Background: an optimization exercise with open tools, aiming at small area, a short achievable clock period and few clock cycles per item. Do not read the settings as production practice. RTL that was checked went through simulation tests only; none was proved equivalent to the original. For runs 2 and 3, only the layout was checked, not whether the RTL still works.

`flow/constraint.sdc`:
```
create_clock -name core_clock -period 55.0 [get_ports {clk}]
set_input_delay 11.0000 -clock core_clock [delete_from_list [all_inputs] [get_ports {clk}]]
set_output_delay 11.0000 -clock core_clock [all_outputs]
set_load 0.01 [all_outputs]
```
`flow/design.v`:
```
module crc16_stream (
    input  wire        clk,
    input  wire        rst,
    input  wire [15:0] cfg_poly,
    input  wire [15:0] cfg_init,
    input  wire [15:0] cfg_xorout,
    input  wire        cfg_refin,
    input  wire        cfg_refout,
    input  wire        in_valid,
    output wire        in_ready,
    input  wire [63:0] in_data,
    input  wire [3:0]  in_bytes,
    input  wire        in_last,
    output reg         out_valid,
    input  wire        out_ready,
    output reg  [15:0] out_crc
);
    reg        first;       
    reg [15:0] crc_q;       
    assign in_ready = !out_valid;
    reg [15:0] r, r2;
    reg [7:0]  byte_in, d;
    integer j, t;
    always @* begin
        r = first ? cfg_init : crc_q;
        for (j = 0; j < 8; j = j + 1) begin
            byte_in = in_data[8*j +: 8];
            for (t = 0; t < 8; t = t + 1)
                d[t] = cfg_refin ? byte_in[7-t] : byte_in[t];
            r2 = r ^ {d, 8'h00};
            for (t = 0; t < 8; t = t + 1)
                r2 = r2[15] ? ((r2 << 1) ^ cfg_poly) : (r2 << 1);
            if (j < in_bytes) r = r2;
        end
    end
    reg [15:0] fin;
    always @* begin
        for (t = 0; t < 16; t = t + 1)
            fin[t] = cfg_refout ? r[15-t] : r[t];
        fin = fin ^ cfg_xorout;
    end
    wire take_in = in_valid && in_ready;
    always @(posedge clk) begin
        if (rst) begin
            first <= 1'b1;
            out_valid <= 1'b0;
        end else begin
            if (take_in) first <= in_last;
            if (take_in && in_last) out_valid <= 1'b1;
            else if (out_ready) out_valid <= 1'b0;
        end
    end
    always @(posedge clk) begin
        if (take_in) crc_q <= r;
        if (take_in && in_last) out_crc <= fin;
    end
endmodule
```
`flow/run.sh`:
```
#!/bin/bash
# synth_recipe.tcl (not shown) runs the flow's synth.tcl, then flattens the netlist and writes it again
# the make line also repeats each setting of config.mk as NAME=value (left out here)
make -C /OpenROAD-flow-scripts/flow DESIGN_CONFIG=/design/flow/config.mk WORK_HOME=/design/flow/orfs CLKGATE_MAP_FILE= SYNTH_SCRIPT=/design/flow/synth_recipe.tcl finish
```
`flow/config.mk`:
```
export PLATFORM = sky130hd
export DESIGN_NAME = crc16_stream
export DESIGN_NICKNAME = crc16_stream
export VERILOG_FILES = /design/flow/design.v
export SDC_FILE = /design/flow/constraint.sdc
export NUM_CORES = 4
export LEC_CHECK = 0
export CAP_MARGIN = 20
export CORE_MARGIN = 2
export CORE_UTILIZATION = 40
export SLEW_MARGIN = 20
```
==> results.sh, run 1 <==
export IMPL_status="finished clean"
export IMPL_synth_edff_count=32
export IMPL_syn_area_per_cell_um2=6.88
export IMPL_r2r_setup_slack_ps=17390
export IMPL_worstPathMaxFanout=40
export IMPL_worstSetupPathType="primary input to flip-flop"
export IMPL_post_cts_resized=0
export IMPL_cts_sinks=34
export IMPL_clock_skew_ps=5.67
export IMPL_cp_data_required_time_ps=55030
export IMPL_port_buffers=140
export IMPL_h_tree_depth=2
export IMPL_num_io_pins=141
export IMPL_grt_overflow_total=0
export IMPL_synth_nets=4443
export IMPL_maxCapViolations=0
export IMPL_min_to="out_valid"
export IMPL_drive_gt1_frac=0.0853
export IMPL_clk_latency_ps=280
export IMPL_hold_violations=0
export IMPL_rsz0062_at_grt="no"
export IMPL_synth_simple_area_share=0.247
export IMPL_synth_compound_area_frac=0.303
export IMPL_ant_nets=0
export IMPL_fillCellCount=7668
export IMPL_dr_total_vias=34700
export IMPL_synthFlopType="edfxtp_1"
export IMPL_cp_data_arrival_time_ps=48800
export IMPL_die_width_um=277
export IMPL_r2r_start="first"
export IMPL_tns_ps=0
export IMPL_first_iter_violations=5064
export IMPL_hp_start="out_valid"
export IMPL_start_util=0.406
export IMPL_final_max_slew_violation_count=0
export IMPL_wl_um=147000
export IMPL_grt_start_max_net_pins=125
export IMPL_synth_top_family_by_area="compound AO/OA/AOI/OAI gates"
export IMPL_dr_pass1_iters=7
export IMPL_min_path_cells=2
export IMPL_cts_tree="built"
export IMPL_synth_seq_cells=34
export IMPL_detail_route_wl_per_cell_um=28.4
export IMPL_cp_slowest_cell="nor3_2"
export IMPL_start_kind="primary input"
export IMPL_synthMuxAreaShare=0.0844
export IMPL_endpoint_kind="flip-flop"
export IMPL_min_period_over_period=0.887
export IMPL_synthAdderAreaFrac=0
export IMPL_fin_nets=4329
export IMPL_synthCells=4320
export IMPL_worstMarginPinSlew_ps=1170
export IMPL_r2r_end="out_crc[0]"
export IMPL_setup_viol=0
export IMPL_cts_buffer_depth=2
export IMPL_yosysWarnings=1
export IMPL_max_freq_mhz=20.5
export IMPL_grt_pass1_wl_um=213000
export IMPL_maxSlewHeadroom=0.215
export IMPL_syn2layout_area_growth_pct=5.91
export IMPL_drc=0
export IMPL_rows=99
export IMPL_yosysSeqAreaShare=0.0337
export IMPL_place_congestion=1.02
export IMPL_yosysUniqueCellTypes=130
export IMPL_design_die_area_mm2=0.0765
export IMPL_cts_setup_buffers=0
export IMPL_ctsHoldBuffers=0
export IMPL_dp_hpwl_um=106000
export IMPL_cp_common_cell="mux2i_1"
export IMPL_grt_antenna_before_repair=6
export IMPL_fp_dieH_um=277
export IMPL_async_flop_share=0
export IMPL_coreArea_mm2=0.0733
export IMPL_timing_final_crit_period_ps=48770
export IMPL_register_area_mm2=0.00100
export IMPL_critPathMaxStageDelay_ps=870
export IMPL_min_path_type="flip-flop to flip-flop"
export IMPL_clk_pin_slew_ps=50
export IMPL_synth_xor_area_share=0.264
export IMPL_cts_buffers=5
export IMPL_first_global_vias=31200
export IMPL_multiInputGateArea_mm2=0.0267
export IMPL_grt_usage=0.362
export IMPL_r2r_cells=93
export IMPL_viasPerCell=6.71
export IMPL_cts_root_buffer="clkbuf_16"
export IMPL_syn_area_mm2=0.0297
==> worst max-delay path by stage <==
stage	cells past startpoint	endpoint	start	slack (ps)
after floorplan	110	out_crc[0]	cfg_refin	16520
after global placement	94	out_crc[0]	cfg_refin	8020
after detailed placement	94	out_crc[0]	cfg_refin	6980
after CTS	94	out_crc[0]	cfg_refin	7200
after global routing	94	out_crc[0]	cfg_refin	3580
final	94	out_crc[0]	cfg_refin	6230
==> through the flow <==
stage	setup WS [ps]	hold WS (ps)	cells	area (um2)	utilization
finish	6230	522	5168	31500	0.429
global route	3580	574	5166	31500	0.429
CTS	7200	518	5165	31500	0.429
detailed placement	6980	507	5157	31300	0.427
global placement	8020	503	5157	31300	0.427
floorplan	16520	511	4320	29700	-
==> layer usage <==
| metal | up-vias | global-route usage | share of wire |
|---|---|---|---|
| met1 | 16400 | 0.473 | 0.39 |
| li1 | 15500 | - | - |
| met5 | - | 0 | 0.00035 |
| met3 | 562 | 0.0838 | 0.12 |
| met4 | 6 | 0.225 | 0.075 |
| met2 | 2272 | 0.537 | 0.41 |
==> area by class of cell <==
cell class                 instances  share of cell area
clock inverter                     3             0.00203
clock buffer                       5             0.00397
timing repair buffer             262              0.0717
sequential                        34              0.0318
multi-input combinational       3876               0.849
antenna                            2            0.000159
inverter                          27             0.00330
tap                              959              0.0381
==> kinds of logic (layout without fill, tap and decap cells) <==
kind of cell / after synthesis / count (layout)
buffers and inverters: 410 / 297
AND/OR/NAND/NOR: 1598 / 1598
flip-flops: 34 / 34
AO/OA/AOI/OAI: 1267 / 1267
multiplexers: 220 / 220
XOR/XNOR: 791 / 791
other: 0 / 2
==> cell usage in the layout (no fill, tap or decap), drive strengths merged, types with 71 or more instances in the layout <==
cell type,netlist,final
nor3,98,98
a21oi,272,272
xor2,107,107
o211ai,71,71
nor2,384,384
mux2i,163,163
clkdlybuf4s50,0,122
nand3,92,92
o21ai,296,296
a211oi,83,83
nand2,709,709
buf,220,139
xnor2,627,627
==> state kept, by name, indices dropped and copies added, names as in the netlist <==
register	flops
out_valid	1
out_crc	16
first	1
crc_q	16
==> cells in the mapped netlist (all sizes together), types with 19 or more instances <==
cell,n,area share
a211o,35,0.010
a211oi,83,0.024
a21o,23,0.0058
a21oi,272,0.047
a221oi,19,0.0062
a22oi,29,0.0078
a31oi,41,0.0096
a32oi,46,0.014
and2,33,0.0069
and3,36,0.0076
buf,220,0.045
clkbuf,162,0.021
edfxtp,32,0.032
inv,26,0.0033
mux2,41,0.016
mux2i,163,0.057
nand2,709,0.090
nand2b,20,0.0042
nand3,92,0.016
nand4,39,0.0084
nor2,384,0.050
nor3,98,0.018
nor4,40,0.010
o2111ai,23,0.0068
o211a,24,0.0081
o211ai,71,0.019
o21a,28,0.0071
o21ai,296,0.050
o221ai,25,0.0080
o22ai,30,0.0063
o31ai,20,0.0060
or2,29,0.0061
or3,43,0.0090
or4,27,0.0071
xnor2,627,0.19
xnor3,54,0.041
xor2,107,0.033
==> critical path, delay by kind of cell <==
family	cells	cell delay, ps
XOR/XNOR	12	6430
multiplexers	12	3970
buffers and inverters	2	1000
AO/OA/AOI/OAI	42	14950
AND/OR/NAND/NOR	26	11330
Testbench counts, summed over its fixed seeds: cycles 25,188, bytes 164,741.
==> run 2: changes to the inputs <==
==> flow/design.v (replaced) <==
module crc16_stream (
    input  wire        clk,
    input  wire        rst,
    input  wire [15:0] cfg_poly,
    input  wire [15:0] cfg_init,
    input  wire [15:0] cfg_xorout,
    input  wire        cfg_refin,
    input  wire        cfg_refout,
    input  wire        in_valid,
    output wire        in_ready,
    input  wire [63:0] in_data,
    input  wire [3:0]  in_bytes,
    input  wire        in_last,
    output reg         out_valid,
    input  wire        out_ready,
    output reg  [15:0] out_crc
);
    integer j, t;
    reg        rdy_q;       
    reg        v_q;         
    reg [63:0] d_q;         
    reg [3:0]  n_q;         
    reg        last_q;      
    reg [15:0] poly_q;      
    assign in_ready = rdy_q;
    wire take_in = in_valid && rdy_q;
    reg [63:0] d_in;
    always @* begin
        for (j = 0; j < 8; j = j + 1)
            for (t = 0; t < 8; t = t + 1)
                d_in[8*j+t] = cfg_refin ? in_data[8*j+7-t] : in_data[8*j+t];
    end
    always @(posedge clk) begin
        poly_q <= cfg_poly;
        if (take_in) begin
            d_q <= d_in;
            n_q <= in_bytes;
            last_q <= in_last;
        end
    end
    reg        first;       
    reg [15:0] crc;
    reg [15:0] r;
    reg [15:0] rb [0:8];    
    always @* begin
        r = crc;
        rb[0] = r;
        for (j = 0; j < 8; j = j + 1) begin
            r = r ^ {d_q[8*j +: 8], 8'h00};
            for (t = 0; t < 8; t = t + 1)
                r = r[15] ? ((r << 1) ^ poly_q) : (r << 1);
            rb[j+1] = r;
        end
    end
    wire [15:0] nxt = (n_q[3] ? rb[8] : rb[n_q[2:0]]);
    reg [15:0] fin;
    always @* begin
        for (t = 0; t < 16; t = t + 1)
            fin[t] = cfg_refout ? nxt[15-t] : nxt[t];
        fin = fin ^ cfg_xorout;
    end
    always @(posedge clk) begin
        if (v_q && !last_q) crc <= nxt;
        else if (v_q || first) crc <= cfg_init;
    end
    reg        sk_v;
    reg [15:0] sk_crc;
    wire res  = v_q && last_q;
    wire take = out_valid && out_ready;
    wire a_free = !out_valid || out_ready;
    wire ov_n = a_free ? (sk_v || res) : 1'b1;
    wire sv_n = a_free ? (sk_v && res) : (sk_v || res);
    wire lp_n = take_in && in_last;
    always @(posedge clk) begin
        if (a_free) out_crc <= sk_v ? sk_crc : fin;
        if (!sk_v || a_free) sk_crc <= fin;
    end
    always @(posedge clk) begin
        if (rst) begin
            v_q <= 1'b0;
            first <= 1'b1;
            out_valid <= 1'b0;
            sk_v <= 1'b0;
            rdy_q <= 1'b1;
        end else begin
            v_q <= take_in;
            if (v_q) first <= last_q;
            out_valid <= ov_n;
            sk_v <= sv_n;
            rdy_q <= ({1'b0, ov_n} + {1'b0, sv_n} + {1'b0, lp_n}) <= 2'd1;
        end
    end
endmodule
==> results.sh, run 2 <==
export IMPL_maxCapViolations=0
export IMPL_endpoint_kind="flip-flop"
export IMPL_cp_slowest_cell="nor2_1"
export IMPL_yosysWarnings=2
export IMPL_r2r_setup_slack_ps=18530
export IMPL_yosysSeqAreaShare=0.122
export IMPL_yosysMostFrequentCell="nand2_1"
export IMPL_synthDominantCellAreaShare=0.149
export IMPL_design_die_area_mm2=0.0826
export IMPL_syn_area_mm2=0.0321
export IMPL_largest_register_ffs=64
export IMPL_tns_ps=0
export IMPL_min_period_over_period=0.663
export IMPL_coreArea_mm2=0.0793
export IMPL_top_register="d_q"
export IMPL_place_ws_ps=19450
export IMPL_start_util=0.405
export IMPL_clk_latency_ps=500
export IMPL_min_path_cells=2
export IMPL_synthFlopType="edfxtp_1"
export IMPL_r2r_end="out_crc[1]"
export IMPL_final_max_slew_violation_count=0
export IMPL_grt_antenna_before_repair=18
export IMPL_min_path_type="flip-flop to flip-flop"
export IMPL_fp_dieH_um=287
export IMPL_cp_data_required_time_ps=55250
export IMPL_synth_nets=4596
export IMPL_critPathMaxStageDelay_ps=940
export IMPL_rows=103
export IMPL_synthTopCellsByArea="xnor2_1 15%, edfxtp_1 11%, nand2_1 9.5%"
export IMPL_synthTopCellsByCount="810 x nand2_1, 546 x xnor2_1, 336 x nor2_1"
export IMPL_min_to="out_crc[15]"
export IMPL_hp_start="sk_crc[15]"
export IMPL_num_io_pins=141
export IMPL_cp_data_arrival_time_ps=36720
export IMPL_rsz0062_at_grt="no"
export IMPL_clk_pin_slew_ps=80
export IMPL_viasPerCell=6.70
export IMPL_clock_skew_ps=18.3
export IMPL_worstMarginPinSlew_ps=1190
export IMPL_cts_setup_buffers=0
export IMPL_worstSetupStartpoint="poly_q[14]"
export IMPL_cts_buffers=17
export IMPL_h_tree_depth=4
export IMPL_start_kind="flip-flop"
export IMPL_final_common_cell="nand2_1"
export IMPL_dr_total_vias=36400
export IMPL_post_cts_resized=0
export IMPL_drc=0
export IMPL_yosysUniqueCellTypes=122
export IMPL_ant_nets=0
export IMPL_r2r_cells=89
export IMPL_first_iter_violations=5590
export IMPL_syn2layout_area_growth_pct=8.67
export IMPL_syn_area_per_cell_um2=7.18
export IMPL_status="finished clean"
export IMPL_worstPathMaxFanout=31
export IMPL_port_buffers=140
export IMPL_cts_sinks=138
export IMPL_r2r_start="poly_q[14]"
export IMPL_die_width_um=287
export IMPL_drive_gt1_frac=0.0971
export IMPL_hold_slack_ps=534
export IMPL_grt_usage=0.385
export IMPL_final_cell_mix="810 x nand2_1, 544 x xnor2_1, 331 x nor2_1"
export IMPL_grt_overflow_total=0
export IMPL_synth_edff_count=117
export IMPL_maxSlewHeadroom=0.205
export IMPL_max_freq_mhz=27.4
export IMPL_grt_pass1_wl_um=233000
export IMPL_detail_route_wl_per_cell_um=30.2
export IMPL_cts_root_buffer="clkbuf_16"
export IMPL_first_global_vias=32800
export IMPL_hold_violations=0
export IMPL_ctsHoldBuffers=0
export IMPL_wl_um=164000
export IMPL_synth_top_area_cell="xnor2_1"
export IMPL_setup_slack_ps=18530
export IMPL_setup_viol=0
export IMPL_cts_tree="built"
export IMPL_synthCells=4472
export IMPL_dr_pass1_iters=6
export IMPL_place_congestion=1.06
export IMPL_worstSetupPathType="flip-flop to flip-flop"
export IMPL_grt_start_max_net_pins=78
export IMPL_dp_hpwl_um=117000
export IMPL_timing_final_crit_period_ps=36470
export IMPL_async_flop_share=0
export IMPL_synth_seq_cells=138
export IMPL_cts_buffer_depth=2
export IMPL_fin_nets=4479
==> run 2: worst max-delay path by stage <==
stage / end / slack [ps] / cells after the start
final: out_crc[1] / 18530 / 89
after global routing: out_crc[14] / 16480 / 88
after CTS: out_crc[1] / 19340 / 90
after detailed placement: out_crc[1] / 19450 / 90
after global placement: out_crc[1] / 19830 / 90
after floorplan: out_crc[1] / 29250 / 97
==> run 2: layout make-up <==
class,count,area [um2]
flip-flops and latches,138,3980
clock buffers,18,429
repair buffers,276,2420
diodes,10,25.0
multi-input cells,3893,26500
inverters,29,111
well taps,1050,1310
fillers,8029,44400
clock inverters,14,135
==> run 2: critical path: cells and delay by family, from the launching register on <==
kind | cells | cell delay, ps
and+or+nand+nor | 22 | 9320
xor gates and xnor gates | 21 | 9410
muxes | 6 | 2250
DFF | 1 | 650
buffers and inverters | 3 | 800
AOI/OAI and AO/OA | 37 | 13690
==> run 2: cell families after synthesis <==
family,share of synthesized area
AO/OA/AOI/OAI,0.283
flip-flops,0.122
adder cells (fa/ha/maj),0.000390
XOR/XNOR,0.260
buffers and inverters,0.0543
multiplexers,0.0588
AND/OR/NAND/NOR,0.222
==> run 2: layer usage <==
| layer | vias up | global-route usage | part of all wire |
|---|---|---|---|
| met5 | - | 0 | 0.00083 |
| met4 | 22 | 0.261 | 0.078 |
| met3 | 611 | 0.113 | 0.13 |
| met2 | 2772 | 0.547 | 0.40 |
| met1 | 17000 | 0.501 | 0.39 |
| li1 | 16000 | - | - |
==> run 2: per-stage QoR <==
stage                      util  cells  cell area (um2)
after detailed placement  0.433   5386            34300
after floorplan               -   4472            32100
final                     0.440   5428            34900
after global routing      0.440   5418            34900
after global placement    0.433   5386            34300
after CTS                 0.440   5418            34900
==> run 3: changes to the inputs <==
==> flow/design.v (replaced) <==
module crc16_stream (
    input  wire        clk,
    input  wire        rst,
    input  wire [15:0] cfg_poly,
    input  wire [15:0] cfg_init,
    input  wire [15:0] cfg_xorout,
    input  wire        cfg_refin,
    input  wire        cfg_refout,
    input  wire        in_valid,
    output wire        in_ready,
    input  wire [63:0] in_data,
    input  wire [3:0]  in_bytes,
    input  wire        in_last,
    output reg         out_valid,
    input  wire        out_ready,
    output reg  [15:0] out_crc
);
    integer j, t;
    reg        rdy_q;       
    reg        v_q;         
    reg        h_q;         
    reg [63:0] d_q;         
    reg [3:0]  n_q;         
    reg        last_q;      
    reg [15:0] poly_q;      
    reg [15:0] crc;
    assign in_ready = rdy_q;
    wire take_in = in_valid && rdy_q;
    reg [63:0] d_in;
    always @* begin
        for (j = 0; j < 8; j = j + 1)
            for (t = 0; t < 8; t = t + 1)
                d_in[8*j+t] = cfg_refin ? in_data[8*j+7-t] : in_data[8*j+t];
    end
    wire [31:0] dh = h_q ? d_q[63:32] : d_q[31:0];
    wire [2:0]  nb = h_q ? {1'b0, n_q[1:0]} | {n_q[3], 2'b00} : (n_q[3] | n_q[2]) ? 3'd4 : {1'b0, n_q[1:0]};
    reg [15:0] r;
    reg [15:0] rb [0:4];
    always @* begin
        r = crc;
        rb[0] = r;
        for (j = 0; j < 4; j = j + 1) begin
            r = r ^ {dh[8*j +: 8], 8'h00};
            for (t = 0; t < 8; t = t + 1)
                r = r[15] ? ((r << 1) ^ poly_q) : (r << 1);
            rb[j+1] = r;
        end
    end
    wire [15:0] nxt = nb[2] ? rb[4] : rb[nb[1:0]];
    reg [15:0] fin;
    always @* begin
        for (t = 0; t < 16; t = t + 1)
            fin[t] = cfg_refout ? nxt[15-t] : nxt[t];
        fin = fin ^ cfg_xorout;
    end
    wire fin_half = h_q || !(n_q[3] || (n_q[2] && |n_q[1:0]));
    wire res      = v_q && fin_half && last_q;
    wire a_free   = !out_valid || out_ready;
    wire done     = v_q && fin_half && (!last_q || a_free);
    wire adv      = v_q && (!fin_half || a_free || !last_q);
    always @(posedge clk) begin
        poly_q <= cfg_poly;
        if (rdy_q) begin
            d_q <= d_in;
            n_q <= in_bytes;
        end
        if (res && a_free) out_crc <= fin;
        if (adv && !(fin_half && last_q)) crc <= nxt;
        else if (done || (!v_q && last_q)) crc <= cfg_init;
    end
    wire v_n    = take_in || (v_q && !done);
    wire h_n    = !take_in && (h_q || (v_q && adv));
    wire last_n = take_in ? in_last : last_q;
    wire ov_n   = res ? 1'b1 : (out_valid && !out_ready);
    wire fh_n   = take_in ? !(in_bytes[3] || (in_bytes[2] && |in_bytes[1:0])) : (h_n || fin_half);
    always @(posedge clk) begin
        if (rst) begin
            v_q <= 1'b0;
            h_q <= 1'b0;
            last_q <= 1'b1;
            out_valid <= 1'b0;
            rdy_q <= 1'b1;
        end else begin
            v_q <= v_n;
            h_q <= h_n;
            last_q <= last_n;
            out_valid <= ov_n;
            rdy_q <= !v_n || (fh_n && (!last_n || !ov_n));
        end
    end
endmodule
--- a/flow/config.mk
+++ b/flow/config.mk
@@ -7,2 +7,3 @@
 export LEC_CHECK = 0
+export ABC_AREA = 1
 export CAP_MARGIN = 20
==> results.sh, run 3 <==
export IMPL_max_freq_mhz=63.3
export IMPL_maxSlewHeadroom=0.228
export IMPL_die_width_um=200
export IMPL_dp_hpwl_um=40500
export IMPL_crit_cells=92
export IMPL_synth_simple_area_share=0.418
export IMPL_hp_start="v_q"
export IMPL_tns_ps=0
export IMPL_grt_antenna_before_repair=1
export IMPL_cts_sinks=121
export IMPL_register_area_mm2=0.00343
export IMPL_grt_start_max_net_pins=129
export IMPL_ctsHoldBuffers=0
export IMPL_cp_slowest_cell="xor2_1"
export IMPL_final_cell_mix="797 x nand2_1, 297 x nand3_1, 232 x inv_1"
export IMPL_async_flop_share=0
export IMPL_grt_pass1_wl_um=83500
export IMPL_clk_latency_ps=430
export IMPL_clock_skew_ps=15.2
export IMPL_synthFlopType="edfxtp_1"
export IMPL_synth_seq_cells=121
export IMPL_synthTopCellsByCount="797 x nand2_1, 297 x nand3_1, 232 x inv_1"
export IMPL_r2r_start="h_q"
export IMPL_rsz0062_at_grt="no"
export IMPL_cp_data_required_time_ps=55180
export IMPL_cp_data_arrival_time_ps=15980
export IMPL_cts_root_buffer="clkbuf_16"
export IMPL_viasPerCell=5.20
export IMPL_timing_final_crit_period_ps=15800
export IMPL_worstSetupStartpoint="h_q"
export IMPL_r2r_end="out_crc[8]"
export IMPL_post_cts_resized=0
export IMPL_r2r_cells=92
export IMPL_num_io_pins=141
export IMPL_yosysWarnings=2
export IMPL_setup_slack_ps=39200
export IMPL_ant_nets=0
export IMPL_yosysMostFrequentCell="nand2_1"
export IMPL_syn_area_per_cell_um2=6.17
export IMPL_dr_pass1_iters=5
export IMPL_syn_area_mm2=0.0153
export IMPL_cts_buffer_depth=2
export IMPL_design_die_area_mm2=0.0400
export IMPL_start_util=0.407
export IMPL_synthAdderAreaFrac=0
export IMPL_first_iter_violations=1530
export IMPL_synth_compound_area_frac=0.0657
export IMPL_synthDominantCellAreaShare=0.196
export IMPL_h_tree_depth=4
export IMPL_endpoint_kind="flip-flop"
export IMPL_synthCells=2486
export IMPL_start_kind="flip-flop"
export IMPL_critPathMaxStageDelay_ps=620
export IMPL_cts_buffers=17
export IMPL_multiInputGateArea_mm2=0.0102
export IMPL_critPathBufInv=3
export IMPL_synth_edff_count=100
export IMPL_min_path_type="flip-flop to flip-flop"
export IMPL_syn2layout_area_growth_pct=14.0
export IMPL_cts_tree="built"
export IMPL_synthMuxAreaShare=0.000652
export IMPL_antenna_cells=0
export IMPL_coreArea_mm2=0.0378
export IMPL_synthTopCellsByArea="edfxtp_1 20%, nand2_1 19%, xnor2_1 11%"
export IMPL_crit_path_end="out_crc[8]"
export IMPL_wl_um=54600
export IMPL_maxCapViolations=0
export IMPL_synth_top_family_by_area="simple AND/OR/NAND/NOR gates"
export IMPL_r2r_setup_slack_ps=39200
export IMPL_cts_setup_buffers=0
export IMPL_place_congestion=1.00
export IMPL_yosysUniqueCellTypes=44
export IMPL_design_area_mm2=0.0175
export IMPL_final_max_slew_violation_count=0
export IMPL_rows=71
export IMPL_yosysSeqAreaShare=0.223
export IMPL_port_buffers=140
export IMPL_crit_family="simple AND/OR/NAND/NOR gates"
export IMPL_cp_common_cell="nand2_2"
export IMPL_drive_gt1_frac=0.0797
export IMPL_fp_dieH_um=200
export IMPL_drc=0
export IMPL_top_register="d_q"
export IMPL_min_period_over_period=0.287
export IMPL_place_ws_ps=39480
export IMPL_synth_top_area_cell="edfxtp_1"
export IMPL_largest_register_ffs=64
export IMPL_synth_xor_area_share=0.181
export IMPL_final_common_cell="nand2_1"
export IMPL_dr_total_vias=15900
export IMPL_grt_overflow_total=0
export IMPL_fillCellCount=3900
export IMPL_clk_pin_slew_ps=60
export IMPL_first_global_vias=14800
export IMPL_grt_usage=0.277
export IMPL_hold_violations=0
export IMPL_worstPathMaxFanout=35
export IMPL_detail_route_wl_per_cell_um=17.9
export IMPL_synth_nets=2609
export IMPL_worstMarginPinSlew_ps=1150
export IMPL_worstSetupPathType="flip-flop to flip-flop"
export IMPL_fin_nets=2656
export IMPL_status="finished clean"
export IMPL_setup_viol=0
export IMPL_placed_area_mm2=0.0169
[run 3: cell types whose count changed in the layout (fill, tap and decap cells not counted), sizes merged, moves of 106 or more]
cell   change
xnor2    -367
a21oi    -257
o21ai    -255
nand3    +230
inv      +223
buf      -107
nor3     -106
[run 3: worst min-delay path by stage]
stage	depth (start not counted)	endpoint	slack, ps
final	2	v_q	540
after detailed placement	2	v_q	530
after global routing	2	v_q	570
after floorplan	2	v_q	490
after global placement	2	v_q	520
after CTS	2	v_q	540
[run 3: kinds of logic after synthesis]
logic type / after synthesis
and+or+nand+nor: 1464
muxes: 1
xor gates and xnor gates: 315
buffers and inverters: 400
DFF: 121
AOI/OAI and AO/OA: 185
[run 3: tightest hold or removal path, cell delays in order, from the launching register on]
cell,delay (ps)
dfxtp_1,330
o21ai_0,80
a21oi_1,70
[run 3: final cells by class]
class                      instances  share of cell area
clock inverter                    13              0.0111
inverter                         259              0.0557
timing repair buffer             169              0.0924
sequential                       121               0.196
multi-input combinational       1965               0.584
clock buffer                      19              0.0247
tap                              511              0.0365
[run 3: metrics by stage]
step | hold WS (ps) | utilization | instances
final | 539 | 0.464 | 3057
after global placement | 522 | 0.447 | 3025
after floorplan | 486 | - | 2486
after global routing | 569 | 0.464 | 3057
after CTS | 543 | 0.464 | 3057
after detailed placement | 534 | 0.447 | 3025
[run 3: routing by layer]
layer  wire length, um  global-route usage  vias up  share of wire
met2             24400               0.443      678           0.45
met5                13                   0        -        0.00024
li1                  -                   -     7873              -
met3              4500              0.0469      130          0.082
met4              2040               0.114        2          0.037
met1             23700               0.370     7217           0.43

==> static timing again, ports no longer ideal <==
The flow's constraints put no driver on any port. The routed layouts listed below were extracted and timed again, unchanged, in two steps.
Step 1: set_driving_cell puts a clkbuf_16 on clk and a buf_2 on each other input, an assumption about the parent block.
Step 2 also shifts input and output timing later by t, the mid clock arrival at the registers, as if the neighbouring blocks saw the same clock.
a / b / c = ideal / step 1 / step 2; a / b = the first two.
| run | shift t [ns] | setup slack, ns | hold slack, ns | worst setup path at the end |
|---|---|---|---|---|
| run 1 | 0.311 | 6.228 / 6.232 / 5.921 | 0.522 / 0.522 / 0.522 | input to register |
| run 2 | 0.553 | 18.526 / 18.526 / 18.526 | 0.534 / 0.534 / 0.534 | register to register |
| run 3 | 0.469 | 39.201 / 39.202 / 39.202 | 0.539 / 0.539 / 0.539 | register to register |
After both steps setup and hold are still met in every run listed. The setup slack of run 1, which loses most, moves by +0.004 ns with the drivers and by -0.307 ns with both steps.
